What follows belongs to an exercise in optimizing a design on an open flow for small area, a short achievable clock period and few clock cycles per item; a production flow would make more cautious choices.
The RTL was checked by simulation tests, not by an equivalence proof against the original design.
No activity file was given, so power comes from the tool's default toggle rates.

### flow/config.mk
export PLATFORM = sky130hd
export DESIGN_NAME = medusa_dsp
export DESIGN_NICKNAME = medusa_dsp
export VERILOG_FILES = /design/flow/design.v
export SDC_FILE = /design/flow/constraint.sdc
export NUM_CORES = 8
export LEC_CHECK = 0
export CAP_MARGIN = 20
export CORE_MARGIN = 2
export CORE_UTILIZATION = 40
export SLEW_MARGIN = 20
export TNS_END_PERCENT = 5
### flow/constraint.sdc
create_clock -name core_clock -period 15.0 [get_ports {clk}]
set_input_delay 3.0000 -clock core_clock [delete_from_list [all_inputs] [get_ports {clk}]]
set_output_delay 3.0000 -clock core_clock [all_outputs]
set_load 0.01 [all_outputs]
### flow/design.v
module medusa_dsp (
    input  wire        clk,
    input  wire        rst,
    input  wire        bus_req,
    input  wire        bus_we,
    input  wire [11:0] bus_addr,
    input  wire [31:0] bus_wdata,
    output wire        bus_ack,
    output wire [31:0] bus_rdata
);
    reg signed [15:0] s_reg [0:7];
    reg        [31:0] phase [0:7];
    reg        [31:0] inc   [0:7];
    reg signed [15:0] fst   [0:3];
    reg        [11:0] fcut  [0:3];
    reg signed [15:0] ebuf  [0:15];
    reg signed [15:0] rbuf  [0:15];
    reg  [4:0]  echo_dly;      
    reg  [14:0] echo_fb;       
    reg         echo_hold;
    reg  [3:0]  echo_wr;
    reg  signed [2:0] rev_shift;   
    reg  [16:0] rev_mix;       
    reg         rev_dir;
    reg  [3:0]  rev_wr;
    reg  [5:0]  rev_rd;        
    reg  [16:0] env_depth;     
    reg  [15:0] env_atk;
    reg  [15:0] env_rel;
    reg  [21:0] env_t;
    reg  [16:0] env_val;
    reg  [4:0]  cr_bits;       
    reg  [8:0]  cr_rate;       
    reg  [7:0]  cr_cnt;
    reg  signed [15:0] cr_hold;
    reg  [31:0] pt_cur;
    reg  [31:0] pt_tgt;
    reg  [16:0] pt_glide;      
    reg  [31:0] freq;
    reg         st_ill;
    reg         st_buserr;
    integer i;
    wire        aligned = (bus_addr[1:0] == 2'b00);
    wire [31:0] w       = bus_wdata;
    wire [5:0]  op      = w[31:26];
    wire [4:0]  kk      = w[12:8];
    reg legal;
    always @(*) begin
        case (op)
            6'h00: legal = (w == 32'h0000_0000);
            6'h01: legal = ((w & 32'hFFFF_E0FF) == 32'h0400_0000) && (kk < 5'd8);
            6'h02: legal = ((w & 32'hFC7F_E0FF) == 32'h0800_0000) && (kk < 5'd8);
            6'h03: legal = ((w & 32'hFC7F_E0FF) == 32'h0C00_0000) && (kk < 5'd8);
            6'h04: legal = ((w & 32'hFC7F_E0FF) == 32'h1000_0000) && (kk < 5'd8);
            6'h05: legal = ((w & 32'hFC7F_E0FF) == 32'h1400_0000) && (kk < 5'd8);
            6'h06: legal = ((w & 32'hFFFE_E0FF) == 32'h1800_0000) && (kk < 5'd8);
            6'h07: legal = (w == 32'h1C00_0000);
            6'h08: legal = ((w & 32'hFC0F_FFFF) == 32'h2000_0000);
            6'h09: legal = ((w & 32'hFC0F_FFFF) == 32'h2400_0000);
            6'h10: legal = ((w & 32'hFC0F_E0FF) == 32'h4000_0000) && (kk < 5'd4);
            6'h11: legal = ((w & 32'hFC01_FFFF) == 32'h4400_0000);
            6'h12: legal = ((w & 32'hFC0F_FFFF) == 32'h4800_0000);
            6'h13: legal = ((w & 32'hFC0F_FFFF) == 32'h4C00_0000);
            6'h14: legal = ((w & 32'hFC0E_FFFF) == 32'h5000_0000);
            6'h20: legal = ((w & 32'hFC7F_0000) == 32'h8000_0000);
            6'h21: legal = ((w & 32'hFC0F_FFFF) == 32'h8400_0000);
            6'h22: legal = ((w & 32'hFFFF_E0FF) == 32'h8800_0000) && (kk < 5'd4);
            default: legal = 1'b0;
        endcase
    end
    reg         ir_valid;
    reg         ir_cmd;                    
    reg  [9:0]  ir_a;                      
    reg  [31:0] ir;                        
    wire        ir_wait;                   
    reg         x2_valid;
    reg         fp_valid;                  
    reg  [2:0]  fp_k;
    wire rd_s_addr = (bus_addr[11:5] == 7'b0000_001);
    wire rd_block  = ir_valid || x2_valid || fp_valid;
    reg  rd_cap;                               
    reg  [9:0]  rd_a;
    wire stall     = (ir_valid && ir_wait) ||
                     (!bus_we && aligned && (rd_block || (!rd_s_addr && !rd_cap)));
    assign bus_ack = bus_req && !stall;
    wire acc_wr    = bus_ack && aligned && bus_we;
    wire acc_cmd   = (bus_addr[11:2] == 10'h005);
    wire issue     = acc_wr && (!acc_cmd || (legal && (op != 6'h00)));
    wire cmd_ill   = acc_wr && acc_cmd && !legal;
    wire acc_bad   = bus_ack && !aligned;
    wire [5:0] xop = ir[31:26];
    wire [2:0] xrd = ir[25:23];
    wire [2:0] xra = ir[22:20];
    wire [2:0] xrb = ir[19:17];
    wire       xt  = ir[16];
    wire [2:0] xk8 = ir[10:8];
    wire [1:0] xk4 = ir[9:8];
    wire c_osc   = ir_cmd && (xop == 6'h01);
    wire c_shp   = ir_cmd && (xop[5:3] == 3'd0) && (xop[2:0] >= 3'd2) && (xop[2:0] <= 3'd5);
    wire c_ftoi  = ir_cmd && (xop == 6'h06);
    wire c_pstep = ir_cmd && (xop == 6'h07);
    wire c_crush = ir_cmd && (xop == 6'h08);
    wire c_srr   = ir_cmd && (xop == 6'h09);
    wire c_lpf   = ir_cmd && (xop == 6'h10);
    wire c_ring  = ir_cmd && (xop == 6'h11);
    wire c_echo  = ir_cmd && (xop == 6'h12);
    wire c_rtap  = ir_cmd && (xop == 6'h13);
    wire c_env   = ir_cmd && (xop == 6'h14);
    wire c_ldi   = ir_cmd && (xop == 6'h20);
    wire c_mov   = ir_cmd && (xop == 6'h21);
    wire c_uclr  = ir_cmd && (xop == 6'h22);
    wire x_go    = ir_valid && !ir_wait;
    wire r_wr    = x_go && !ir_cmd;
    wire r_s     = r_wr && (ir_a[9:3] == 7'b0000_001);    
    wire r_osc   = r_wr && (ir_a[9:4] == 6'b0001_00);     
    wire r_fst   = r_wr && (ir_a[9:2] == 8'h20);          
    wire r_fcut  = r_wr && (ir_a[9:2] == 8'h28);          
    wire r_dly   = r_wr && (ir_a == 10'h010);
    wire r_fb    = r_wr && (ir_a == 10'h011);
    wire r_hold  = r_wr && (ir_a == 10'h012);
    wire r_shift = r_wr && (ir_a == 10'h014);
    wire r_mix   = r_wr && (ir_a == 10'h015);
    wire r_dir   = r_wr && (ir_a == 10'h016);
    wire r_depth = r_wr && (ir_a == 10'h01C);
    wire r_atk   = r_wr && (ir_a == 10'h01D);
    wire r_rel   = r_wr && (ir_a == 10'h01E);
    wire r_bits  = r_wr && (ir_a == 10'h024);
    wire r_rate  = r_wr && (ir_a == 10'h025);
    wire r_ptcur = r_wr && (ir_a == 10'h028);
    wire r_pttgt = r_wr && (ir_a == 10'h029);
    wire r_ptgl  = r_wr && (ir_a == 10'h02A);
    wire r_freq  = r_wr && (ir_a == 10'h02B);
    wire ex_pstep = x_go && c_pstep;
    wire ex_env   = x_go && c_env;
    wire ex_uclr2 = x_go && c_uclr && (xk4 == 2'd2);
    wire        [2:0]  sa_i = xra;
    wire        [2:0]  ph_i = ir_valid ? xk8 : rd_a[3:1];
    wire signed [15:0] sa = s_reg[sa_i];
    wire signed [15:0] sb = s_reg[xrb];
    wire        [31:0] ph = phase[ph_i];
    wire        [31:0] ic = inc[ph_i];
    wire signed [15:0] saw_v = $signed({1'b0, ph[31:17]}) - 16'sd16384;
    wire signed [15:0] sqr_v = ph[31] ? -16'sd16384 : 16'sd16383;
    wire        [13:0] tri_f = ph[29:16];
    reg  signed [15:0] tri_v;
    always @(*) begin
        case (ph[31:30])
            2'd0: tri_v = $signed({2'b00, tri_f});
            2'd1: tri_v = 16'sd16383 - $signed({2'b00, tri_f});
            2'd2: tri_v = -16'sd1 - $signed({2'b00, tri_f});
            default: tri_v = $signed({2'b00, tri_f}) - 16'sd16384;
        endcase
    end
    wire [7:0] fs_u = ph[31:24] + 8'd64;
    wire signed [15:0] fsin_v = fs_u[7] ? (16'sd16383 - $signed({1'b0, fs_u[6:0], 8'b0}))
                                        : ($signed({1'b0, fs_u[6:0], 8'b0}) - 16'sd16384);
    wire [15:0] cr_low   = (16'h0001 << (5'd16 - cr_bits)) - 16'h0001;
    wire [15:0] cr_step  = 16'h0001 << (5'd16 - cr_bits);
    wire [15:0] cr_trunc = sa & ~cr_low;
    wire signed [15:0] crush_v = (sa[15] && ((sa & cr_low) != 16'h0000)) ?
                                 $signed(cr_trunc + cr_step) : $signed(cr_trunc);
    wire        srr_cap  = (cr_cnt == 8'd0);
    wire signed [15:0] srr_v = srr_cap ? sa : cr_hold;
    wire [8:0]  srr_inc  = {1'b0, cr_cnt} + 9'd1;
    wire        srr_le   = (srr_inc <= cr_rate);
    reg         m_ok, m_run;
    reg  [3:0]  m_cnt;
    reg  [8:0]  m_rem;
    wire [7:0]  srr_cnt_n = !srr_le ? m_rem[7:0] :
                            (srr_inc == cr_rate) ? 8'd0 : srr_inc[7:0];
    wire [3:0]  echo_ri  = echo_wr - echo_dly[3:0];
    wire signed [15:0] echo_wet = ebuf[echo_ri];
    wire [16:0] echo_g   = echo_hold ? 17'd32768 : {2'b00, echo_fb};
    wire        echo_on  = (echo_dly != 5'd0);
    wire signed [15:0] rev_t   = rbuf[rev_rd[5:2]];
    wire [5:0]  rev_st  = 6'd1 << (rev_shift + 3'sd2);
    wire [5:0]  rev_rd_n = rev_dir ? (rev_rd - rev_st) : (rev_rd + rev_st);
    reg  [20:0] env_A, env_R;
    reg  [39:0] e_p;
    wire [22:0] env_ar  = {2'b00, env_A} + {2'b00, env_R};
    wire        e_atk   = ({1'b0, env_t} < {2'b00, env_A});
    wire        e_rel   = !e_atk && ({1'b0, env_t} < env_ar);
    wire [16:0] env_g   = e_atk ? (17'd32768 - {1'b0, e_p[15:0]}) :
                          e_rel ? (17'd32768 - env_depth + {1'b0, e_p[15:0]}) : 17'd32768;
    wire [16:0] env_gx  = xt ? 17'd32768 : env_g;
    wire [22:0] env_tn  = {1'b0, env_t} + 23'd1;
    wire [21:0] env_t_n = xt ? 22'd1 : (env_tn >= env_ar) ? 22'd0 : env_tn[21:0];
    reg  signed [15:0] x1_sv;
    always @(*) begin
        case (xop)
            6'h02:   x1_sv = saw_v;
            6'h03:   x1_sv = sqr_v;
            6'h04:   x1_sv = tri_v;
            6'h05:   x1_sv = fsin_v;
            6'h08:   x1_sv = crush_v;
            6'h09:   x1_sv = srr_v;
            6'h12:   x1_sv = echo_on ? echo_wet : sa;
            6'h20:   x1_sv = ir[15:0];
            default: x1_sv = sa;                                   
        endcase
    end
    wire x1_sw = x_go && (c_shp || c_crush || c_srr || c_echo || c_ldi || c_mov);
    localparam [2:0] M_LPF = 3'd0, M_RING = 3'd1, M_ECHO = 3'd2, M_RTAP = 3'd3, M_ENV = 3'd4;
    reg         [2:0]  x2_op;
    reg         [2:0]  x2_rd;
    reg         [1:0]  x2_k;
    reg         [3:0]  x2_wi;
    reg  signed [16:0] x2_mx;
    reg  signed [15:0] x2_my;
    reg                x2_y32k;                
    reg                x2_rsat;                
    reg  signed [15:0] x2_base;
    wire x2_go = x_go && (c_lpf || c_ring || c_rtap || c_env || (c_echo && echo_on));
    reg signed [16:0] mx;
    reg signed [15:0] my;
    reg signed [15:0] mbase;
    reg               my32k;
    always @(*) begin
        case (xop[2:0])
            3'd0:    begin my32k = 1'b0;
                           mx = $signed({sa[15], sa}) - fst[xk4]; my = $signed({4'd0, fcut[xk4]}); mbase = fst[xk4]; end  
            3'd1:    begin my32k = 1'b0;
                           mx = sa;                                my = sb;                         mbase = sa;       end  
            3'd2:    begin my32k = echo_hold;
                           mx = echo_wet;                          my = {1'b0, echo_fb};            mbase = sa;       end  
            3'd3:    begin my32k = rev_mix[15];
                           mx = rev_mix[15] ? $signed({rev_t[15], rev_t}) : ($signed({rev_t[15], rev_t}) - sa);
                           my = {1'b0, rev_mix[14:0]};                                              mbase = sa;       end  
            default: begin my32k = env_gx[15];
                           mx = sa;                                my = {1'b0, env_gx[14:0]};       mbase = 16'sd0;   end  
        endcase
    end
    wire m_rsat = (sa == 16'h8000) && (sb == 16'h8000);
    reg  [16:0] b_yx;
    reg  [33:0] b_pp [0:8];
    reg  [17:0] b_m, b_v;
    reg  [7:0]  b_neg;
    reg         b_one, b_two;
    reg  [15:0] b_rv;
    always @(*) begin
        b_yx = {x2_my, 1'b0};
        for (i = 0; i < 8; i = i + 1) begin
            b_neg[i] = b_yx[2*i+2] & ~(b_yx[2*i+1] & b_yx[2*i]);
            b_one    = b_yx[2*i+1] ^ b_yx[2*i];
            b_two    = (b_yx[2*i+2] & ~b_yx[2*i+1] & ~b_yx[2*i]) | (~b_yx[2*i+2] & b_yx[2*i+1] & b_yx[2*i]);
            b_m      = b_one ? {x2_mx[16], x2_mx} : b_two ? {x2_mx, 1'b0} : 18'd0;
            b_v      = b_m ^ {18{b_neg[i]}};
            if (i == 0)
                b_pp[0] = {2'b11, 12'b0101_0101_0101, ~b_v[17], b_v[17], b_v[17], b_v[16:0]};
            else
                b_pp[i] = {16'd0, ~b_v[17], b_v[16:0]} << (2*i);
        end
        for (i = 1; i < 8; i = i + 1) b_pp[i][2*i-2] = b_neg[i-1];
        b_rv = x2_y32k ? x2_mx[15:0] : x2_base;
        b_pp[8] = x2_y32k ? {{3{b_rv[15]}}, b_rv, 15'd0} :
                  (x2_op == M_LPF)  ? {{6{b_rv[15]}}, b_rv, 12'd0} :
                  (x2_op == M_RTAP) ? {{3{b_rv[15]}}, b_rv, 15'd0} : 34'd0;
        b_pp[8][14] = b_pp[8][14] | b_neg[7];       
    end
    wire [33:0] c1s0 = b_pp[0] ^ b_pp[1] ^ b_pp[2];
    wire [33:0] c1c0 = {(b_pp[0][32:0] & b_pp[1][32:0]) | (b_pp[0][32:0] & b_pp[2][32:0]) | (b_pp[1][32:0] & b_pp[2][32:0]), 1'b0};
    wire [33:0] c1s1 = b_pp[3] ^ b_pp[4] ^ b_pp[5];
    wire [33:0] c1c1 = {(b_pp[3][32:0] & b_pp[4][32:0]) | (b_pp[3][32:0] & b_pp[5][32:0]) | (b_pp[4][32:0] & b_pp[5][32:0]), 1'b0};
    wire [33:0] c1s2 = b_pp[6] ^ b_pp[7] ^ b_pp[8];
    wire [33:0] c1c2 = {(b_pp[6][32:0] & b_pp[7][32:0]) | (b_pp[6][32:0] & b_pp[8][32:0]) | (b_pp[7][32:0] & b_pp[8][32:0]), 1'b0};
    wire [33:0] c2s0 = c1s0 ^ c1c0 ^ c1s1;
    wire [33:0] c2c0 = {(c1s0[32:0] & c1c0[32:0]) | (c1s0[32:0] & c1s1[32:0]) | (c1c0[32:0] & c1s1[32:0]), 1'b0};
    wire [33:0] c2s1 = c1c1 ^ c1s2 ^ c1c2;
    wire [33:0] c2c1 = {(c1c1[32:0] & c1s2[32:0]) | (c1c1[32:0] & c1c2[32:0]) | (c1s2[32:0] & c1c2[32:0]), 1'b0};
    wire [33:0] c3s0 = c2s0 ^ c2c0 ^ c2s1;
    wire [33:0] c3c0 = {(c2s0[32:0] & c2c0[32:0]) | (c2s0[32:0] & c2s1[32:0]) | (c2c0[32:0] & c2s1[32:0]), 1'b0};
    wire [33:0] c4s0 = c3s0 ^ c3c0 ^ c2c1;
    wire [33:0] c4c0 = {(c3s0[32:0] & c3c0[32:0]) | (c3s0[32:0] & c2c1[32:0]) | (c3c0[32:0] & c2c1[32:0]), 1'b0};
    wire [33:0] prod = c4s0 + c4c0;
    wire signed [15:0] x2_sv   = x2_rsat ? 16'sd32767 :
                                 (x2_op == M_LPF) ? prod[27:12] : prod[30:15];
    wire               x2_sw   = x2_valid && (x2_op != M_ECHO);
    reg                x3_valid;
    reg         [3:0]  x3_wi;
    reg  signed [18:0] echo_f;
    reg  signed [15:0] x3_base;
    wire signed [18:0] echo_fg  = ((echo_f < 19'sd50) && (echo_f > -19'sd50)) ? 19'sd0 : echo_f;
    wire signed [18:0] echo_sum = x3_base + echo_fg;
    wire signed [15:0] echo_in  = (echo_sum > 19'sd32767) ? 16'sd32767 :
                                  (echo_sum < -19'sd32768) ? -16'sd32768 : echo_sum[15:0];
    reg         pn_valid, pn_run, pn_fin;
    reg  [2:0]  pn_cnt;
    reg  signed [34:0] pn_acc;
    wire signed [33:0] pt_ndc = $signed({2'b00, pt_cur}) - $signed({2'b00, pt_tgt});
    reg  signed [33:0] pt_nd;                             
    wire [16:0] pt_h  = 17'd65536 - pt_glide;
    wire [1:0]  pn_hb = pt_h[{pn_cnt, 1'b0} +: 2];
    wire signed [34:0] pn_d0 = pn_fin ? {3'b000, pt_tgt} : pn_hb[0] ? {pt_nd[33], pt_nd} : 35'sd0;
    wire signed [34:0] pn_d1 = pn_hb[1] ? {pt_nd[33], pt_nd} : 35'sd0;
    wire signed [34:0] pn_s0 = pn_acc + pn_d0;
    wire signed [34:0] pn_a1 = pn_s0 >>> 1;
    wire signed [34:0] pn_s1 = pn_a1 + pn_d1;
    wire signed [34:0] pn_a2 = pn_s1 >>> 1;
    wire        pt_snap = (pn_acc < 35'sd65536) && (pn_acc > -35'sd65536);
    wire [31:0] pnext   = pt_snap ? pt_tgt : pn_s0[31:0];
    wire ev_pt = r_ptcur || r_pttgt || r_ptgl || ex_pstep;
    always @(posedge clk) begin
        if (rst || ev_pt) begin
            pn_valid <= 1'b0;
            pn_run   <= 1'b0;
            pn_fin   <= 1'b0;
        end else if (pn_fin) begin
            pn_acc   <= {3'b000, pnext};
            pn_fin   <= 1'b0;
            pn_valid <= 1'b1;
        end else if (pn_run) begin
            if (pt_h[16] || pt_h == 17'd0) begin
                pn_acc <= pt_h[16] ? {pt_nd[33], pt_nd} : 35'sd0;
                pn_run <= 1'b0;
                pn_fin <= 1'b1;
            end else begin
                pn_acc <= pn_a2;
                pn_cnt <= pn_cnt + 3'd1;
                if (pn_cnt == 3'd7) begin
                    pn_run <= 1'b0;
                    pn_fin <= 1'b1;
                end
            end
        end else if (!pn_valid) begin
            pn_run <= 1'b1;
            pn_cnt <= 3'd0;
            pn_acc <= 35'sd0;
            pt_nd  <= pt_ndc;
        end
    end
    localparam [1:0] FS_NEXT = 2'd0, FS_CUR = 2'd1, FS_FREQ = 2'd2;
    reg         f_run, f_done;
    reg  [1:0]  f_src;
    reg  [2:0]  f_cnt;
    reg  [14:0] f_rem;
    reg  [31:0] f_q;
    wire [1:0]  f_need   = xt ? FS_FREQ : FS_CUR;
    wire        f_match  = (f_src == f_need);
    wire        ftoi_ok  = f_done && f_match;
    wire        ex_ftoi  = x_go && c_ftoi;
    wire        f_go     = ex_ftoi && !ftoi_ok && !(f_run && f_match);    
    wire        f_spec   = !fp_valid && pn_valid && !ev_pt &&
                           !((f_run || f_done) && (f_src == FS_NEXT)) && !(ir_valid && c_ftoi);
    wire [31:0] f_in     = f_go ? (xt ? freq : pt_cur) : pn_acc[31:0];
    wire [31:0] f_clip   = (f_in > 32'd722534400) ? 32'd722534400 : f_in;
    reg  [14:0] f_r [0:4];
    reg  [31:0] f_qq [0:4];
    reg  [15:0] f_t;
    always @(*) begin
        f_r[0]  = f_rem;
        f_qq[0] = f_q;
        for (i = 0; i < 4; i = i + 1) begin
            f_t = {f_r[i], f_qq[i][31]} - 16'd22050;
            if ({f_r[i], f_qq[i][31]} >= 16'd22050) begin
                f_r[i+1]  = f_t[14:0];
                f_qq[i+1] = {f_qq[i][30:0], 1'b1};
            end else begin
                f_r[i+1]  = {f_r[i][13:0], f_qq[i][31]};
                f_qq[i+1] = {f_qq[i][30:0], 1'b0};
            end
        end
    end
    wire f_kill = (f_src == FS_FREQ) ? r_freq :
                  (f_src == FS_CUR)  ? (r_ptcur || ex_pstep) :
                                       (r_ptcur || r_pttgt || r_ptgl);
    wire fp_put  = fp_valid && f_done;                    
    always @(posedge clk) begin
        if (rst) begin
            f_run    <= 1'b0;
            f_done   <= 1'b0;
            f_src    <= FS_NEXT;
            fp_valid <= 1'b0;
        end else begin
            if (f_run) begin
                f_rem <= f_r[4];
                f_q   <= f_qq[4];
                f_cnt <= f_cnt + 3'd1;
                if (f_cnt == 3'd7) begin
                    f_run  <= 1'b0;
                    f_done <= 1'b1;
                end
            end
            if (fp_valid) begin
                if (fp_put) begin
                    fp_valid <= 1'b0;
                    f_run    <= 1'b0;
                    f_done   <= 1'b0;
                end
            end else if (ex_ftoi && !ftoi_ok) begin
                fp_valid <= 1'b1;
                fp_k     <= xk8;
            end
            if (f_go) begin
                f_src  <= f_need;
                f_run  <= 1'b1;
                f_done <= 1'b0;
                f_cnt  <= 3'd0;
                f_rem  <= {1'b0, f_clip[29:16]};
                f_q    <= {f_clip[15:0], 16'd0};
            end else if (!fp_valid && !(ex_ftoi && !ftoi_ok)) begin
                if (ex_pstep && f_src == FS_NEXT) begin
                    f_src <= FS_CUR;        
                end else if (f_kill) begin
                    f_run  <= 1'b0;
                    f_done <= 1'b0;
                end else if (f_spec) begin
                    f_src  <= FS_NEXT;
                    f_run  <= 1'b1;
                    f_done <= 1'b0;
                    f_cnt  <= 3'd0;
                    f_rem  <= {1'b0, f_clip[29:16]};
                    f_q    <= {f_clip[15:0], 16'd0};
                end
            end
        end
    end
    localparam [2:0] E_IDLE = 3'd0, E_D20 = 3'd1, E_D20F = 3'd2, E_MUL = 3'd3,
                     E_DIVS = 3'd4, E_DIV = 3'd5;
    reg         a_ok, r_ok, e_ok, e_isr, e_ia;
    reg  [2:0]  e_st;
    reg  [3:0]  e_cnt;
    reg  [22:0] e_x3;
    wire [21:0] e_tc    = e_atk ? env_t : (env_t - {1'b0, env_A});
    wire [20:0] e_dv    = e_ia ? env_A : env_R;
    wire [15:0] e_src20 = e_isr ? env_rel : env_atk;
    reg  [18:0] e_madd;
    always @(*) begin
        case (e_p[1:0])
            2'd0:    e_madd = 19'd0;
            2'd1:    e_madd = {2'b00, env_depth};
            2'd2:    e_madd = {1'b0, env_depth, 1'b0};
            default: e_madd = e_x3[18:0];
        endcase
    end
    wire [18:0] e_ms  = {1'b0, e_p[39:22]} + e_madd;
    wire [39:0] e_mn  = {1'b0, e_ms, e_p[21:2]};
    wire [22:0] e_d1  = (e_st == E_D20) ? 23'd20 : {2'b00, e_dv};
    wire [22:0] e_d3  = (e_st == E_D20) ? 23'd60 : e_x3;
    wire [23:0] e_y   = {e_p[37:16], e_p[15:14]};
    wire [24:0] e_t1  = {1'b0, e_y} - {2'b00, e_d1};
    wire [24:0] e_t2  = {1'b0, e_y} - {1'b0, e_d1, 1'b0};
    wire [24:0] e_t3  = {1'b0, e_y} - {2'b00, e_d3};
    wire [39:0] e_dn  = !e_t3[24] ? {e_t3[23:0], e_p[13:0], 2'd3} :
                        !e_t2[24] ? {e_t2[23:0], e_p[13:0], 2'd2} :
                        !e_t1[24] ? {e_t1[23:0], e_p[13:0], 2'd1} :
                                    {e_y,        e_p[13:0], 2'd0};
    wire [21:0] e_a22 = {2'b00, e_src20, 4'b0000} + {4'b0000, e_src20, 2'b00}
                      + {5'b00000, e_src20, 1'b0} + {6'd0, e_p[15:0]};
    wire [20:0] e_anew = (e_a22 == 22'd0) ? 21'd1 : e_a22[20:0];
    wire ev_env = r_depth || r_atk || r_rel || ex_env || ex_uclr2;
    always @(posedge clk) begin
        if (rst) begin
            a_ok <= 1'b0;
            r_ok <= 1'b0;
            e_ok <= 1'b0;
            e_st <= E_IDLE;
        end else begin
            case (e_st)
                E_D20: begin
                    e_p   <= e_dn;
                    e_cnt <= e_cnt + 4'd1;
                    if (e_cnt == 4'd7) e_st <= E_D20F;
                end
                E_D20F: begin
                    if (e_isr) begin env_R <= e_anew; r_ok <= 1'b1; end
                    else       begin env_A <= e_anew; a_ok <= 1'b1; end
                    e_st <= E_IDLE;
                end
                E_MUL: begin
                    e_p   <= e_mn;
                    e_cnt <= e_cnt + 4'd1;
                    if (e_cnt == 4'd10) e_st <= E_DIVS;
                end
                E_DIVS: begin
                    e_x3  <= {1'b0, e_dv, 1'b0} + {2'b00, e_dv};
                    e_cnt <= 4'd0;
                    e_st  <= E_DIV;
                end
                E_DIV: begin
                    e_p   <= e_dn;
                    e_cnt <= e_cnt + 4'd1;
                    if (e_cnt == 4'd7) begin
                        e_ok <= 1'b1;
                        e_st <= E_IDLE;
                    end
                end
                default: begin
                    if (!e_ok) begin
                        e_cnt <= 4'd0;
                        if (!a_ok) begin
                            e_isr <= 1'b0;
                            e_p   <= {24'd0, env_atk};
                            e_st  <= E_D20;
                        end else if (!r_ok) begin
                            e_isr <= 1'b1;
                            e_p   <= {24'd0, env_rel};
                            e_st  <= E_D20;
                        end else if (e_atk || e_rel) begin
                            e_p   <= {18'd0, e_tc};
                            e_ia  <= e_atk;
                            e_x3  <= {4'd0, env_depth, 1'b0} + {5'd0, env_depth};
                            e_st  <= E_MUL;
                        end else begin
                            e_ok  <= 1'b1;
                        end
                    end
                end
            endcase
            if (r_atk) a_ok <= 1'b0;
            if (r_rel) r_ok <= 1'b0;
            if (ev_env) begin
                e_ok <= 1'b0;
                e_st <= E_IDLE;
            end
        end
    end
    wire [9:0] m_y = {m_rem, srr_inc[4'd8 - m_cnt]};
    wire [9:0] m_t = m_y - {1'b0, cr_rate};
    always @(posedge clk) begin
        if (rst || x_go) begin
            m_ok  <= 1'b0;
            m_run <= 1'b0;
        end else if (m_run) begin
            m_rem <= m_t[9] ? m_y[8:0] : m_t[8:0];
            m_cnt <= m_cnt + 4'd1;
            if (m_cnt == 4'd8) begin
                m_run <= 1'b0;
                m_ok  <= 1'b1;
            end
        end else if (ir_valid && c_srr && !srr_le && !m_ok) begin
            m_run <= 1'b1;
            m_cnt <= 4'd0;
            m_rem <= 9'd0;
        end
    end
    wire x2_ws   = x2_valid && (x2_op != M_ECHO);
    wire use_ra  = c_crush || c_srr || c_lpf || c_ring || c_echo || c_rtap || c_env || c_mov;
    wire haz     = (x2_ws && use_ra && (xra == x2_rd)) ||
                   (x2_ws && c_ring && (xrb == x2_rd)) ||
                   (x2_valid && (x2_op == M_LPF) && c_lpf && (xk4 == x2_k)) ||
                   (x2_valid && (x2_op == M_ECHO) && c_echo && (echo_ri == x2_wi)) ||
                   (x3_valid && c_echo && (echo_ri == x3_wi));
    assign ir_wait = haz ||
                     (c_ftoi && fp_valid) ||
                     (c_osc && fp_valid && (xk8 == fp_k)) ||
                     (!ir_cmd && fp_valid && (ir_a[9:4] == 6'b0001_00) && ir_a[0]) ||      
                     (!ir_cmd && x2_valid && (x2_op == M_LPF) && (ir_a[9:2] == 8'h20)) ||  
                     (c_pstep && !pn_valid) ||
                     (c_env && !xt && !e_ok) ||
                     (c_srr && !srr_le && !m_ok);
    wire signed [15:0] rd_s    = s_reg[bus_addr[4:2]];
    wire        [31:0] rd_osc  = rd_a[0] ? ic : ph;
    wire signed [15:0] rd_fst  = fst[rd_a[1:0]];
    wire        [11:0] rd_fcut = fcut[rd_a[1:0]];
    wire        [31:0] rd_arr  = (rd_a[9:4] == 6'b0001_00)  ? rd_osc :
                                 (rd_a[9:2] == 8'h20)       ? {{16{rd_fst[15]}}, rd_fst} :
                                 (rd_a[9:2] == 8'h28)       ? {20'd0, rd_fcut} :
                                                              32'd0;
    reg [31:0] rd_reg;
    always @(*) begin
        case ({rd_a, 2'b00})
            12'h000: rd_reg = {30'd0, st_buserr, st_ill};
            12'h004: rd_reg = 32'h0000_0408;
            12'h008: rd_reg = 32'd16;
            12'h00C: rd_reg = 32'd16;
            12'h010: rd_reg = 32'd22050;
            12'h040: rd_reg = {27'd0, echo_dly};
            12'h044: rd_reg = {17'd0, echo_fb};
            12'h048: rd_reg = {31'd0, echo_hold};
            12'h04C: rd_reg = {28'd0, echo_wr};
            12'h050: rd_reg = {{29{rev_shift[2]}}, rev_shift};
            12'h054: rd_reg = {15'd0, rev_mix};
            12'h058: rd_reg = {31'd0, rev_dir};
            12'h05C: rd_reg = {28'd0, rev_wr};
            12'h060: rd_reg = {26'd0, rev_rd};
            12'h070: rd_reg = {15'd0, env_depth};
            12'h074: rd_reg = {16'd0, env_atk};
            12'h078: rd_reg = {16'd0, env_rel};
            12'h07C: rd_reg = {10'd0, env_t};
            12'h080: rd_reg = {15'd0, env_val};
            12'h090: rd_reg = {27'd0, cr_bits};
            12'h094: rd_reg = {23'd0, cr_rate};
            12'h098: rd_reg = {24'd0, cr_cnt};
            12'h09C: rd_reg = {{16{cr_hold[15]}}, cr_hold};
            12'h0A0: rd_reg = pt_cur;
            12'h0A4: rd_reg = pt_tgt;
            12'h0A8: rd_reg = {15'd0, pt_glide};
            12'h0AC: rd_reg = freq;
            default: rd_reg = rd_arr;
        endcase
    end
    always @(posedge clk) begin
        rd_a <= bus_addr[11:2];
        if (rst) rd_cap <= 1'b0;
        else     rd_cap <= bus_req && !bus_we && aligned && !rd_s_addr && !bus_ack;
    end
    assign bus_rdata = !aligned ? 32'd0 : rd_s_addr ? {{16{rd_s[15]}}, rd_s} : rd_reg;
    wire [31:0] d        = ir;
    wire        d_hi0    = (d[31:16] == 16'd0);
    wire [4:0]  wr_dly   = (d > 32'd16) ? 5'd16 : d[4:0];
    wire [14:0] wr_fb    = (d > 32'd31129) ? 15'd31129 : d[14:0];
    wire [2:0]  wr_shift = ($signed(d) > 32'sd2) ? 3'sd2 : ($signed(d) < -32'sd2) ? -3'sd2 : d[2:0];
    wire [16:0] wr_q15   = (d > 32'd32768) ? 17'd32768 : d[16:0];
    wire [15:0] wr_ms    = d_hi0 ? d[15:0] : 16'hFFFF;
    wire [4:0]  wr_bits  = (d > 32'd16) ? 5'd16 : (d == 32'd0) ? 5'd1 : d[4:0];
    wire [8:0]  wr_rate  = (d > 32'd256) ? 9'd256 : (d == 32'd0) ? 9'd1 : d[8:0];
    wire [16:0] wr_glide = (d > 32'd65536) ? 17'd65536 : d[16:0];
    wire [11:0] wr_cut   = (d > 32'd4095) ? 12'd4095 : d[11:0];
    always @(posedge clk) begin
        if (rst) begin
            ir_valid <= 1'b0;
            x2_valid <= 1'b0;
            x3_valid <= 1'b0;
        end else begin
            if (issue)     ir_valid <= 1'b1;
            else if (x_go) ir_valid <= 1'b0;
            x2_valid <= x2_go;
            x3_valid <= x2_valid && (x2_op == M_ECHO) && !(x_go && c_uclr && (xk4 == 2'd0));
        end
    end
    always @(posedge clk) begin
        if (issue) begin
            ir     <= w;
            ir_cmd <= acc_cmd;
            ir_a   <= bus_addr[11:2];
        end
        if (x2_go) begin
            x2_op   <= xop[2:0];
            x2_rd   <= xrd;
            x2_k    <= xk4;
            x2_wi   <= echo_wr;
            x2_mx   <= mx;
            x2_my   <= my32k ? 16'sd0 : my;
            x2_y32k <= my32k;
            x2_rsat <= (xop[2:0] == 3'd1) && m_rsat;
            x2_base <= mbase;
        end
        if (x2_valid && (x2_op == M_ECHO)) begin
            x3_wi   <= x2_wi;
            echo_f  <= prod[33:15];
            x3_base <= x2_base;
        end
    end
    wire       s_w1  = x1_sw || r_s;
    wire [2:0] s_i1  = ir_cmd ? xrd : ir_a[2:0];
    wire [15:0] s_v1 = ir_cmd ? x1_sv : ir[15:0];
    wire        [15:0] s_wd1  = rst ? 16'd0 : s_v1;
    wire        [31:0] ph_wd  = rst ? 32'd0 : r_osc ? d : (ph + ic);
    wire               ic_bus = r_osc && ir_a[0];
    wire        [31:0] ic_wd  = rst ? 32'd0 : ic_bus ? d : f_q;
    wire               ft_bus = r_fst;
    wire        [15:0] ft_wd  = rst ? 16'd0 : ft_bus ? d[15:0] : prod[27:12];
    wire        [11:0] fc_wd  = rst ? 12'd4095 : wr_cut;
    wire               eb_clr = rst || (x_go && c_uclr && (xk4 == 2'd0));
    wire        [15:0] eb_wd  = eb_clr ? 16'd0 : echo_in;
    wire               rb_clr = rst || (x_go && c_uclr && (xk4 == 2'd1));
    wire        [15:0] rb_wd  = rb_clr ? 16'd0 : sa;
    always @(posedge clk) begin
        for (i = 0; i < 8; i = i + 1) begin
            if (rst || (s_w1 && s_i1 == i))   s_reg[i] <= s_wd1;
            else if (x2_sw && x2_rd == i)     s_reg[i] <= x2_sv;
            if (rst || (x_go && c_osc && xk8 == i) || (r_osc && !ir_a[0] && ir_a[3:1] == i))
                phase[i] <= ph_wd;
            if (rst || (fp_put && fp_k == i) || (ex_ftoi && ftoi_ok && xk8 == i) || (ic_bus && ir_a[3:1] == i))
                inc[i] <= ic_wd;
        end
        for (i = 0; i < 4; i = i + 1) begin
            if (rst || (ft_bus && ir_a[1:0] == i) || (x2_valid && x2_op == M_LPF && x2_k == i))
                fst[i] <= ft_wd;
            if (rst || (r_fcut && ir_a[1:0] == i))
                fcut[i] <= fc_wd;
        end
        for (i = 0; i < 16; i = i + 1) begin
            if (eb_clr || (x3_valid && x3_wi == i))              ebuf[i] <= eb_wd;
            if (rb_clr || (x_go && c_rtap && rev_wr == i))       rbuf[i] <= rb_wd;
        end
    end
    always @(posedge clk) begin
        if (rst) begin
            echo_dly  <= 5'd0;
            echo_fb   <= 15'd0;
            echo_hold <= 1'b0;
            echo_wr   <= 4'd0;
            rev_shift <= 3'sd0;
            rev_mix   <= 17'd0;
            rev_dir   <= 1'b1;
            rev_wr    <= 4'd0;
            rev_rd    <= 6'd0;
            env_depth <= 17'd0;
            env_atk   <= 16'd10;
            env_rel   <= 16'd100;
            env_t     <= 22'd0;
            env_val   <= 17'd32768;
            cr_bits   <= 5'd16;
            cr_rate   <= 9'd1;
            cr_cnt    <= 8'd0;
            cr_hold   <= 16'sd0;
            pt_cur    <= 32'd0;
            pt_tgt    <= 32'd0;
            pt_glide  <= 17'd65536;
            freq      <= 32'd0;
            st_ill    <= 1'b0;
            st_buserr <= 1'b0;
        end else begin
            if (ex_pstep) pt_cur <= pn_acc[31:0];
            if (x_go && c_srr) begin
                if (srr_cap) cr_hold <= sa;
                cr_cnt <= srr_cnt_n;
            end
            if (x_go && c_echo && echo_on) echo_wr <= echo_wr + 4'd1;
            if (x_go && c_rtap) begin
                rev_wr <= rev_wr + 4'd1;
                rev_rd <= rev_rd_n;
            end
            if (ex_env) begin
                env_val <= env_gx;
                env_t   <= env_t_n;
            end
            if (x_go && c_uclr) begin
                case (xk4)
                    2'd0: begin
                        echo_wr <= 4'd0;
                    end
                    2'd1: begin
                        rev_wr <= 4'd0;
                        rev_rd <= 6'd0;
                    end
                    2'd2: begin
                        env_t   <= 22'd0;
                        env_val <= 17'd32768;
                    end
                    default: begin
                        cr_cnt  <= 8'd0;
                        cr_hold <= 16'sd0;
                    end
                endcase
            end
            if (r_dly)   echo_dly  <= wr_dly;
            if (r_fb)    echo_fb   <= wr_fb;
            if (r_hold)  echo_hold <= d[0];
            if (r_shift) rev_shift <= wr_shift;
            if (r_mix)   rev_mix   <= wr_q15;
            if (r_dir)   rev_dir   <= d[0];
            if (r_depth) env_depth <= wr_q15;
            if (r_atk)   env_atk   <= wr_ms;
            if (r_rel)   env_rel   <= wr_ms;
            if (r_bits)  cr_bits   <= wr_bits;
            if (r_rate)  cr_rate   <= wr_rate;
            if (r_ptcur) pt_cur    <= d;
            if (r_pttgt) pt_tgt    <= d;
            if (r_ptgl)  pt_glide  <= wr_glide;
            if (r_freq)  freq      <= d;
            if (cmd_ill) st_ill    <= 1'b1;
            if (acc_bad) st_buserr <= 1'b1;
        end
    end
endmodule
### flow/flow/run.sh
#!/bin/bash
# Layout: the standard flow (standard.sh) unchanged, except that timing repair aims
# for 8 ns of setup slack beyond the constraint. Output of the flow: standard.log here,
# and each step's own log under orfs/logs/.
set -euo pipefail
bash standard.sh SETUP_SLACK_MARGIN=8 finish > standard.log 2>&1
### flow/standard.sh
#!/bin/bash
# synth_recipe.tcl (not shown) runs the flow's synth.tcl, then flattens the netlist and writes it again
# the make line also repeats each setting of config.mk as NAME=value (left out here)
make -C /OpenROAD-flow-scripts/flow DESIGN_CONFIG=/design/flow/config.mk WORK_HOME=/design/flow/orfs CLKGATE_MAP_FILE= SYNTH_SCRIPT=/design/flow/synth_recipe.tcl "${@:-finish}"
==> impl_metrics.py, run 1 <==
metrics = {
    "outcome": {
        "status": "timing/DRC/antenna clean",
    },
    "synthesis": {
        "synth_flop_cell": "edfxtp_1",
        "synthArstFlopShare": 0,
        "synthXorXnorAreaFrac": 0.0399,
        "synthesis.nets": 13100,
        "syn-instance-count": 12400,
        "synth.distinct_cells": 109,
        "avgSynthCellArea_um2": 9.99,
        "synthTopCellsByArea": "edfxtp_1, ha_1, dfxtp_1",
        "syn-cell-area_mm2": 0.123,
        "synth_top_area_share": 0.403,
        "yosysSeqAreaShare": 0.456,
        "synth_fa_ha_area_frac": 0.0849,
        "yosys_warnings": 11,
        "synth_top_family_by_area": "compound AO/OA/AOI/OAI gates",
        "synth_top_area_cell": "edfxtp_1",
        "ys_ff_latch": 1983,
        "synth_edf_count": 1656,
        "synth_compound_area_frac": 0.178,
        "synth.mux.area_fraction": 0.0618,
        "synthSimpleGateAreaFrac": 0.141,
    },
    "worst_hold_path": {
        "min_path_type": "register to register",
    },
    "timing": {
        "setup_viol": 0,
        "worst_clock_skew_ns": 0.0906,
        "fmax_mhz": 122,
        "post-route-period-util": 0.547,
        "slew_headroom": 0.114,
        "period_needed_ns": 8.21,
        "rsz0062_at_grt": "yes",
        "final_max_slew_viol_count": 0,
        "final_hold_viol_count": 0,
        "fin_setup_tns_ns": 0,
        "max_slew.worst_pin.slew_ns": 1.32,
    },
    "setup_path": {
        "cp-end-kind": "primary output",
        "crit_buf_inv": 5,
        "path_class": "input pin to primary output",
        "path_delay_family": "compound AO/OA/AOI/OAI gates",
        "slowest_delay_ns": 0.64,
        "critical_path.max_fanout": 3,
        "crit_chain": "buf_8 > nor4_4 > nand2_2 > buf_12 > o21ai_4 > buf_4 > buf_6 > a21oi_2 > nand4_1 > nor2_2 > a311oi_4 > buf_2",
        "cp.required_ns": 12.00,
        "cp.arrival_ns": 5.21,
        "crit_slowest_cell": "a311oi_4",
        "crit_path_start_kind": "input pin",
    },
    "final_layout": {
        "drive_gt1_frac": 0.128,
        "fin_cells": 16800,
        "area_delta_synth_final_pct": 14.6,
        "stdcell_area_mm2": 0.142,
        "nets": 13300,
    },
    "placement": {
        "port_buffers": 80,
        "gp_congestion": 1.10,
        "placedCellCount": 16200,
        "hpwl_um": 358000,
        "place_area_mm2": 0.130,
    },
    "power": {
        "powerDensity_mw_per_mm2": 137,
        "comb_power_share": 0.342,
        "intPower_mw": 12.4,
        "cellLeakagePower_nw": 53.2,
        "peakVddDrop_mv": 0.366,
        "p_sw_frac": 0.359,
        "pwr-share-seq": 0.363,
        "p_sw_mw": 6.94,
        "p_total_mw": 19.3,
        "pwr-share-clk": 0.294,
    },
    "global_routing": {
        "grt_pass1_vias": 98200,
        "antenna_found_initial": 39,
        "overflow": 0,
        "grt_pass1_wl_um": 725000,
        "grtUsageTotal": 0.316,
        "grt_max_degree": 88,
    },
    "die": {
        "die_y_um": 560,
        "ios": 81,
        "die-area_mm2": 0.313,
        "die_w_um": 560,
        "initial_utilization": 0.401,
        "core-area_mm2": 0.308,
        "num_rows": 204,
    },
    "clocking": {
        "clkTransAtPathRegs_ns": 0.07,
        "cts_tree": "done",
        "htreeDepth": 4,
        "cts-root-buf": "clkbuf_16",
        "numCtsBuffers": 221,
        "hold_buffers": 0,
        "clockBufferDepth": 4,
        "clkSinkCount": 1983,
        "worstSkewPairLatency_ns": 0.96,
    },
    "job": {
        "maxCapViolCount": 0,
    },
    "routing": {
        "totalWireLength_um": 515000,
        "dr.pass1.iters": 9,
        "drc_errors": 0,
        "drt_iter0_drc": 15300,
        "antenna_left": 0,
        "vias": 107000,
        "avgViaCountPerCell": 6.36,
        "wl_per_cell_um": 30.7,
    },
}
## cell usage after synthesis, types with 79 or more instances
library cell / count
and3_1: 113
nor3_1: 249
nand2b_1: 121
a31oi_1: 91
inv_1: 506
o21ai_0: 699
clkbuf_1: 652
mux2i_1: 436
a221oi_1: 131
nand3_1: 364
ha_1: 580
a211oi_1: 156
a22o_1: 79
o211ai_1: 93
o22ai_1: 88
mux2_2: 115
nor2_1: 1042
nor2b_1: 130
a22oi_1: 279
xor2_1: 259
nand2_1: 1366
fa_1: 161
mux4_2: 86
xnor2_1: 300
edfxtp_1: 1656
a21o_1: 127
nand4_1: 94
a21oi_1: 892
dfxtp_1: 327
## power by group through the flow
stage	logic [mW]	registers [mW]	clock network (mW)
detailed placement	6.26	7.13	0
global placement	6.23	7.12	0
CTS	6.38	7.02	5.73
finish	6.62	7.03	5.70
floorplan	4.76	6.91	0
global route	7.23	7.06	5.94
## kinds of logic after synthesis
| kind of cell | count (synthesis) |
|---|---|
| AND/OR/NAND/NOR | 3829 |
| AO/OA/AOI/OAI | 3338 |
| flip-flops | 1983 |
| buffers and inverters | 1264 |
| adder cells (fa/ha/maj) | 741 |
| multiplexers | 639 |
| XOR/XNOR | 561 |
## layout by cell type, fill, tap and decap left out, drive strengths merged, types with 117 or more instances in the layout
| cell type | synthesis | final |
|---|---|---|
| edfxtp | 1656 | 1656 |
| nand2 | 1366 | 1366 |
| nor2 | 1044 | 1045 |
| a21oi | 893 | 893 |
| o21ai | 714 | 714 |
| buf | 95 | 589 |
| ha | 580 | 580 |
| inv | 507 | 514 |
| mux2i | 437 | 437 |
| nand3 | 365 | 365 |
| dfxtp | 327 | 327 |
| xnor2 | 302 | 302 |
| clkbuf | 654 | 283 |
| a22oi | 279 | 279 |
| xor2 | 259 | 259 |
| nor3 | 250 | 250 |
| a211oi | 162 | 162 |
| fa | 161 | 161 |
| a221oi | 131 | 131 |
| nor2b | 130 | 130 |
| a21o | 127 | 128 |
| nand2b | 121 | 121 |
| mux2 | 116 | 117 |
## worst reg2reg max path: cells and delay by family, from the launching register on
| family | cells | cell delay, ns |
|---|---|---|
| and+or+nand+nor | 8 | 1.06 |
| DFF | 1 | 0.35 |
| adders and majority gates | 4 | 0.99 |
| buffers and inverters | 3 | 0.37 |
| AOI/OAI and AO/OA | 20 | 3.96 |
| xor gates and xnor gates | 3 | 0.40 |
| muxes | 1 | 0.51 |
## cell type report
cell class              count  area, um2
well taps                4120       5150
repair inverters            1       7.51
clock buffers             278       5940
repair buffers            641       5750
multi-input cells        9111      64800
diodes                     20       50.0
fillers                 28900     167000
clock inverters           129       1520
inverters                 515       1970
flip-flops and latches   1983      56300
## final timing paths
path / cells past startpoint / from / slack, ns / end
max: 12 / bus_addr[11] / 6.79 / bus_rdata[2]
min: 0 / x2_base[11]$_DFFE_PP_ / 0.46 / x3_base[11]$_DFFE_PP_
max reg2reg: 39 / pt_glide[0]$_SDFFE_PP0P_ / 7.08 / pn_acc[29]$_DFFE_PP_
min reg2reg: 0 / x2_base[11]$_DFFE_PP_ / 0.46 / x3_base[11]$_DFFE_PP_
## per-stage QoR
stage	util	hold WS, ns	setup WS (ns)
floorplan	-	0.424	7.12
global placement	0.422	0.451	4.76
detailed placement	0.423	0.460	4.76
CTS	0.456	0.439	6.93
global route	0.459	0.481	6.74
finish	0.459	0.464	6.79
## per-layer routing
layer,part of all wire,up-vias,GRT usage
li1,-,46200,-
met5,0.00047,-,0
met2,0.41,6454,0.459
met3,0.11,1388,0.0749
met4,0.071,28,0.179
met1,0.40,52700,0.432
## repair_timing
action / 4_1_cts / 5_1_grt
pin swaps: 97 / 54
setup buffers: 119 / 54
cloned: 15 / 4
resized for setup: 526 / 105
setup endpoints to repair: 1288 / 1600
Testbench counts, summed over its fixed seeds: cycles 68,608, accesses 56,468.
==> inputs of run 2 (changes only) <==
--- a/flow/design.v
+++ b/flow/design.v
@@ -289,7 +289,8 @@
     wire signed [33:0] pt_ndc = $signed({2'b00, pt_cur}) - $signed({2'b00, pt_tgt});
     reg  signed [33:0] pt_nd;                             
     wire [16:0] pt_h  = 17'd65536 - pt_glide;
-    wire [1:0]  pn_hb = pt_h[{pn_cnt, 1'b0} +: 2];
+    reg  [15:0] pn_h;                                     
+    wire [1:0]  pn_hb = pn_h[1:0];
     wire signed [34:0] pn_d0 = pn_fin ? {3'b000, pt_tgt} : pn_hb[0] ? {pt_nd[33], pt_nd} : 35'sd0;
     wire signed [34:0] pn_d1 = pn_hb[1] ? {pt_nd[33], pt_nd} : 35'sd0;
     wire signed [34:0] pn_s0 = pn_acc + pn_d0;
@@ -315,6 +316,7 @@
                 pn_fin <= 1'b1;
             end else begin
                 pn_acc <= pn_a2;
+                pn_h   <= {2'b00, pn_h[15:2]};
                 pn_cnt <= pn_cnt + 3'd1;
                 if (pn_cnt == 3'd7) begin
                     pn_run <= 1'b0;
@@ -326,6 +328,7 @@
             pn_cnt <= 3'd0;
             pn_acc <= 35'sd0;
             pt_nd  <= pt_ndc;
+            pn_h   <= pt_h[15:0];
         end
     end
     localparam [1:0] FS_NEXT = 2'd0, FS_CUR = 2'd1, FS_FREQ = 2'd2;
@@ -594,7 +597,13 @@
         if (rst) rd_cap <= 1'b0;
         else     rd_cap <= bus_req && !bus_we && aligned && !rd_s_addr && !bus_ack;
     end
-    assign bus_rdata = !aligned ? 32'd0 : rd_s_addr ? {{16{rd_s[15]}}, rd_s} : rd_reg;
+    medusa_rdout u_rdout (
+        .aligned (aligned),
+        .sel_s   (rd_s_addr),
+        .s_val   (rd_s),
+        .r_val   (rd_reg),
+        .rdata   (bus_rdata)
+    );
     wire [31:0] d        = ir;
     wire        d_hi0    = (d[31:16] == 16'd0);
     wire [4:0]  wr_dly   = (d > 32'd16) ? 5'd16 : d[4:0];
@@ -624,7 +633,7 @@
             ir_cmd <= acc_cmd;
             ir_a   <= bus_addr[11:2];
         end
-        if (x2_go) begin
+        begin
             x2_op   <= xop[2:0];
             x2_rd   <= xrd;
             x2_k    <= xk4;
@@ -635,7 +644,7 @@
             x2_rsat <= (xop[2:0] == 3'd1) && m_rsat;
             x2_base <= mbase;
         end
-        if (x2_valid && (x2_op == M_ECHO)) begin
+        begin
             x3_wi   <= x2_wi;
             echo_f  <= prod[33:15];
             x3_base <= x2_base;
@@ -755,3 +764,12 @@
         end
     end
 endmodule
+module medusa_rdout (
+    input  wire        aligned,
+    input  wire        sel_s,
+    input  wire [15:0] s_val,
+    input  wire [31:0] r_val,
+    output wire [31:0] rdata
+);
+    assign rdata = !aligned ? 32'd0 : sel_s ? {{16{s_val[15]}}, s_val} : r_val;
+endmodule
--- a/flow/config.mk
+++ b/flow/config.mk
@@ -9,4 +9,5 @@
 export CORE_MARGIN = 2
 export CORE_UTILIZATION = 40
 export SLEW_MARGIN = 20
+export SYNTH_HIERARCHICAL = 1
 export TNS_END_PERCENT = 5
==> run 2 against run 1 <==
Compared with the run above: sequential power rose by 34%; combinational power increased to 3.0 times the previous value; worst hold slack worse by 0.084 ns; global-route usage fell by 0.72 points; total power up 80%; critical endpoint is now bus_rdata[3]; wire length decreased by 3.3%; design area shrank 1.1%; largest cell class unchanged; clock power fell by 3%; utilization decreased by 0.11 points; cell count decreased by 0.67%; setup slack better by 0.34 ns.
==> impl_metrics.py, run 2 <==
metrics = {
    "synthesis": {
        "synthArstFlopShare": 0,
        "synth_top_area_cell": "edfxtp_1",
        "avgSynthCellArea_um2": 9.95,
        "ys_top_cells_by_count": "edfxtp_1, nand2_1, nor2_1, a21oi_1, o21ai_0",
        "synth.most_common_cell": "edfxtp_1",
        "yosysSeqAreaShare": 0.454,
        "synth_edf_count": 1570,
        "syn-instance-count": 12300,
        "syn-cell-area_mm2": 0.123,
        "synth_flop_cell": "edfxtp_1",
        "synthesis.nets": 13100,
        "synthTopCellsByArea": "edfxtp_1, dfxtp_1, ha_1",
        "yosys_warnings": 17,
        "ys_ff_latch": 1999,
        "synth_top_area_share": 0.384,
        "synth.distinct_cells": 111,
    },
    "timing": {
        "worst_clock_skew_ns": 0.0940,
        "rsz0062_at_grt": "yes",
        "max_slew.worst_pin.slew_ns": 1.33,
        "slew_headroom": 0.114,
        "setup_viol": 0,
        "fin_setup_tns_ns": 0,
        "final_max_slew_viol_count": 0,
        "period_needed_ns": 7.87,
        "final_hold_viol_count": 0,
        "fmax_mhz": 127,
        "whs_ns": 0.380,
        "post-route-period-util": 0.524,
    },
    "global_routing": {
        "grt_max_degree": 71,
        "overflow": 0,
        "grt_pass1_wl_um": 706000,
        "grtUsageTotal": 0.309,
        "grt_pass1_vias": 99500,
        "antenna_found_initial": 26,
    },
    "setup_path": {
        "cp.arrival_ns": 4.87,
        "path_class": "register to primary output",
        "crit_slowest_cell": "nand4_1",
        "crit_chain": "nor3_1 > nand2b_1 > nor2_1 > nand2_2 > nor2_4 > buf_4 > a22oi_1 > nand4_1 > nor2_1 > nand4_1 > mux2i_2 > nor2b_1 > buf_2",
        "critical_path.max_fanout": 16,
        "cp-end-kind": "primary output",
        "slowest_delay_ns": 0.62,
        "cp.required_ns": 12.00,
        "path_delay_family": "simple AND/OR/NAND/NOR gates",
        "crit_buf_inv": 2,
        "crit_path_start_kind": "register",
    },
    "final_layout": {
        "nets": 13200,
        "mostFrequentLayoutCells": "edfxtp_1, nand2_1, nor2_1, a21oi_1, o21ai_0",
        "area_delta_synth_final_pct": 14.1,
        "post-route-util": 0.458,
        "mostFrequentLayoutCell": "edfxtp_1",
        "drive_gt1_frac": 0.125,
    },
    "clocking": {
        "worstSkewPairLatency_ns": 0.95,
        "cts-root-buf": "clkbuf_16",
        "htreeDepth": 4,
        "cts_tree": "done",
        "clkSinkCount": 1999,
        "numCtsBuffers": 218,
        "clkTransAtPathRegs_ns": 0.06,
        "clockBufferDepth": 4,
        "hold_buffers": 0,
    },
    "routing": {
        "wl_per_cell_um": 29.8,
        "totalWireLength_um": 498000,
        "vias": 105000,
        "dr.pass1.iters": 9,
        "antenna_left": 0,
        "drt_iter0_drc": 14800,
        "avgViaCountPerCell": 6.32,
        "drc_errors": 0,
    },
    "die": {
        "ios": 81,
        "die_w_um": 558,
        "num_rows": 203,
        "die-area_mm2": 0.311,
        "initial_utilization": 0.402,
        "die_y_um": 558,
        "core-area_mm2": 0.306,
    },
    "placement": {
        "hpwl_um": 347000,
        "port_buffers": 80,
        "gp_congestion": 1.06,
    },
    "job": {
        "maxCapViolCount": 0,
    },
    "power": {
        "powerDensity_mw_per_mm2": 248,
        "cellLeakagePower_nw": 51.8,
        "peakVddDrop_mv": 0.597,
    },
    "worst_hold_path": {
        "min_path_type": "register to register",
    },
    "outcome": {
        "status": "timing/DRC/antenna clean",
    },
}
[run 2: cell types whose count changed in the layout (fill, tap and decap cells not counted), moves of 35 or more]
cell      before   now
edfxtp_1    1656  1570
a21o_1       124    84
and3_1       108    69
xnor2_1      294   348
a22oi_1      279   350
xor2_1       256   217
a21oi_1      849   781
inv_1        500   535
nor2_1      1001  1054
dfxtp_1      317   413
a211oi_1     125   222
[run 2: per-stage QoR]
stage | cells | area, um2 | worst slack (ns) | power (mW)
floorplan | 12300 | 123000 | 7.57 | 21.2
global placement | 16100 | 129000 | 5.78 | 26.8
detailed placement | 16100 | 129000 | 5.72 | 27.3
CTS | 16600 | 139000 | 7.34 | 33.2
global route | 16700 | 140000 | 7.24 | 36.6
finish | 16700 | 140000 | 7.13 | 34.8
[run 2: worst paths after layout]
path | start | to | slack [ns] | cells after the start
setup / recovery | rd_a[7]$_DFF_P_ | bus_rdata[3] | 7.13 | 13
hold / removal | x2_wi[3]$_DFF_P_ | x3_wi[3]$_DFF_P_ | 0.38 | 0
setup reg to reg | ir[26]$_DFFE_PP_ | rev_shift[0]$_SDFFE_PP0P_ | 7.45 | 15
hold reg to reg | x2_wi[3]$_DFF_P_ | x3_wi[3]$_DFF_P_ | 0.38 | 0
[run 2: final cells by class]
class | instances | area, um2
diodes | 19 | 47.5
clock buffers | 280 | 5940
clock inverters | 124 | 1340
fillers | 28300 | 166000
inverters | 552 | 2110
multi-input cells | 9021 | 64300
flip-flops and latches | 1999 | 55800
well taps | 4100 | 5130
repair buffers | 590 | 5350
[run 2: repair_timing]
item | in CTS | in global routing
setup buffers | 58 | 73
pin swaps | 41 | 51
cloned | 16 | 3
setup endpoints to repair | 484 | 455
gates resized for setup | 433 | 129
[run 2: report_power, final]
| part | total [mW] | switching [mW] | internal, mW |
|---|---|---|---|
| Combinational | 19.8 | 12.6 | 7.16 |
| Sequential | 9.44 | 0.721 | 8.72 |
| Clock | 5.55 | 2.39 | 3.16 |
| Total | 34.8 | 15.7 | 19.0 |
[run 2: worst reg2reg max path, cell delays in order, from the launching register on]
cell and delay, ns:
edfxtp_1 0.37, buf_4 0.28, or2_2 0.60, nor2_1 0.23, buf_4 0.26, nand3_1 0.25
nor4_1 0.48, nand2b_1 0.74, nor2_1 1.18, nand2_1 0.83, nor4_1 1.02, nand3b_1 0.40
nor4_1 0.29, buf_4 0.21, o211ai_1 0.13, a21oi_1 0.21
[run 2: kinds of logic (layout without fill, tap and decap cells)]
kind of cell	count (synthesis)	count (layout)	share of synthesized area
flip-flops	1999	1999	0.454
AND/OR/NAND/NOR	3855	3858	0.142
AO/OA/AOI/OAI	3191	3191	0.171
other	0	19	0
adder cells (fa/ha/maj)	740	740	0.0853
multiplexers	654	654	0.0650
buffers and inverters	1316	1546	0.0410
XOR/XNOR	578	578	0.0416
[run 2: per-layer routing]
metal | global-route usage | share of wire | up-vias
met1 | 0.425 | 0.40 | 51700
met3 | 0.0919 | 0.13 | 1348
met4 | 0.148 | 0.056 | 18
met5 | 0.00293 | 0.00052 | -
met2 | 0.442 | 0.41 | 6691
li1 | - | - | 45600
[run 2: Yosys stat by module, one instance, submodules excluded]
module,cell area [um2],times used,flops+latches
medusa_dsp,122000,1,1999
medusa_rdout,564,1,0
Testbench counts of run 2, summed over its fixed seeds: cycles 68,608, accesses 56,468.

-- port drivers added, routing unchanged --
How much do the figures lean on ideal ports? The routed layouts below were timed once more, with nothing changed but the port constraints. Step 1 sets driving cells, clkbuf_16 on the clock port and buf_2 on the other inputs (assumed; they add their load-dependent delay and slew). Step 2 adds t to the input delays and takes it off the output delays; t is the mean of the earliest and latest rising clock arrival at the registers after step 1. Input paths then give back, and output paths get back, about the clock's delay inside the block. Three values: ideal, step 1, step 2; two values: the first two.
| run | shift t [ns] | slack for setup (ns) | worst hold slack (ns) | latest minus earliest clock arrival (ns) | worst data-port slew with drivers (ns) |
|---|---|---|---|---|---|
| run 1 | 1.022 | 6.792 / 6.749 / 6.749 | 0.464 / 0.464 / 0.464 | 0.097 / 0.097 | 0.18 |
| run 2 | 1.026 | 7.135 / 7.015 / 7.260 | 0.380 / 0.380 / 0.380 | 0.094 / 0.094 | 0.17 |
After both steps setup and hold are still met in every run listed. The setup slack of run 1, which loses most, moves by -0.043 ns with the drivers and by -0.043 ns with both steps.
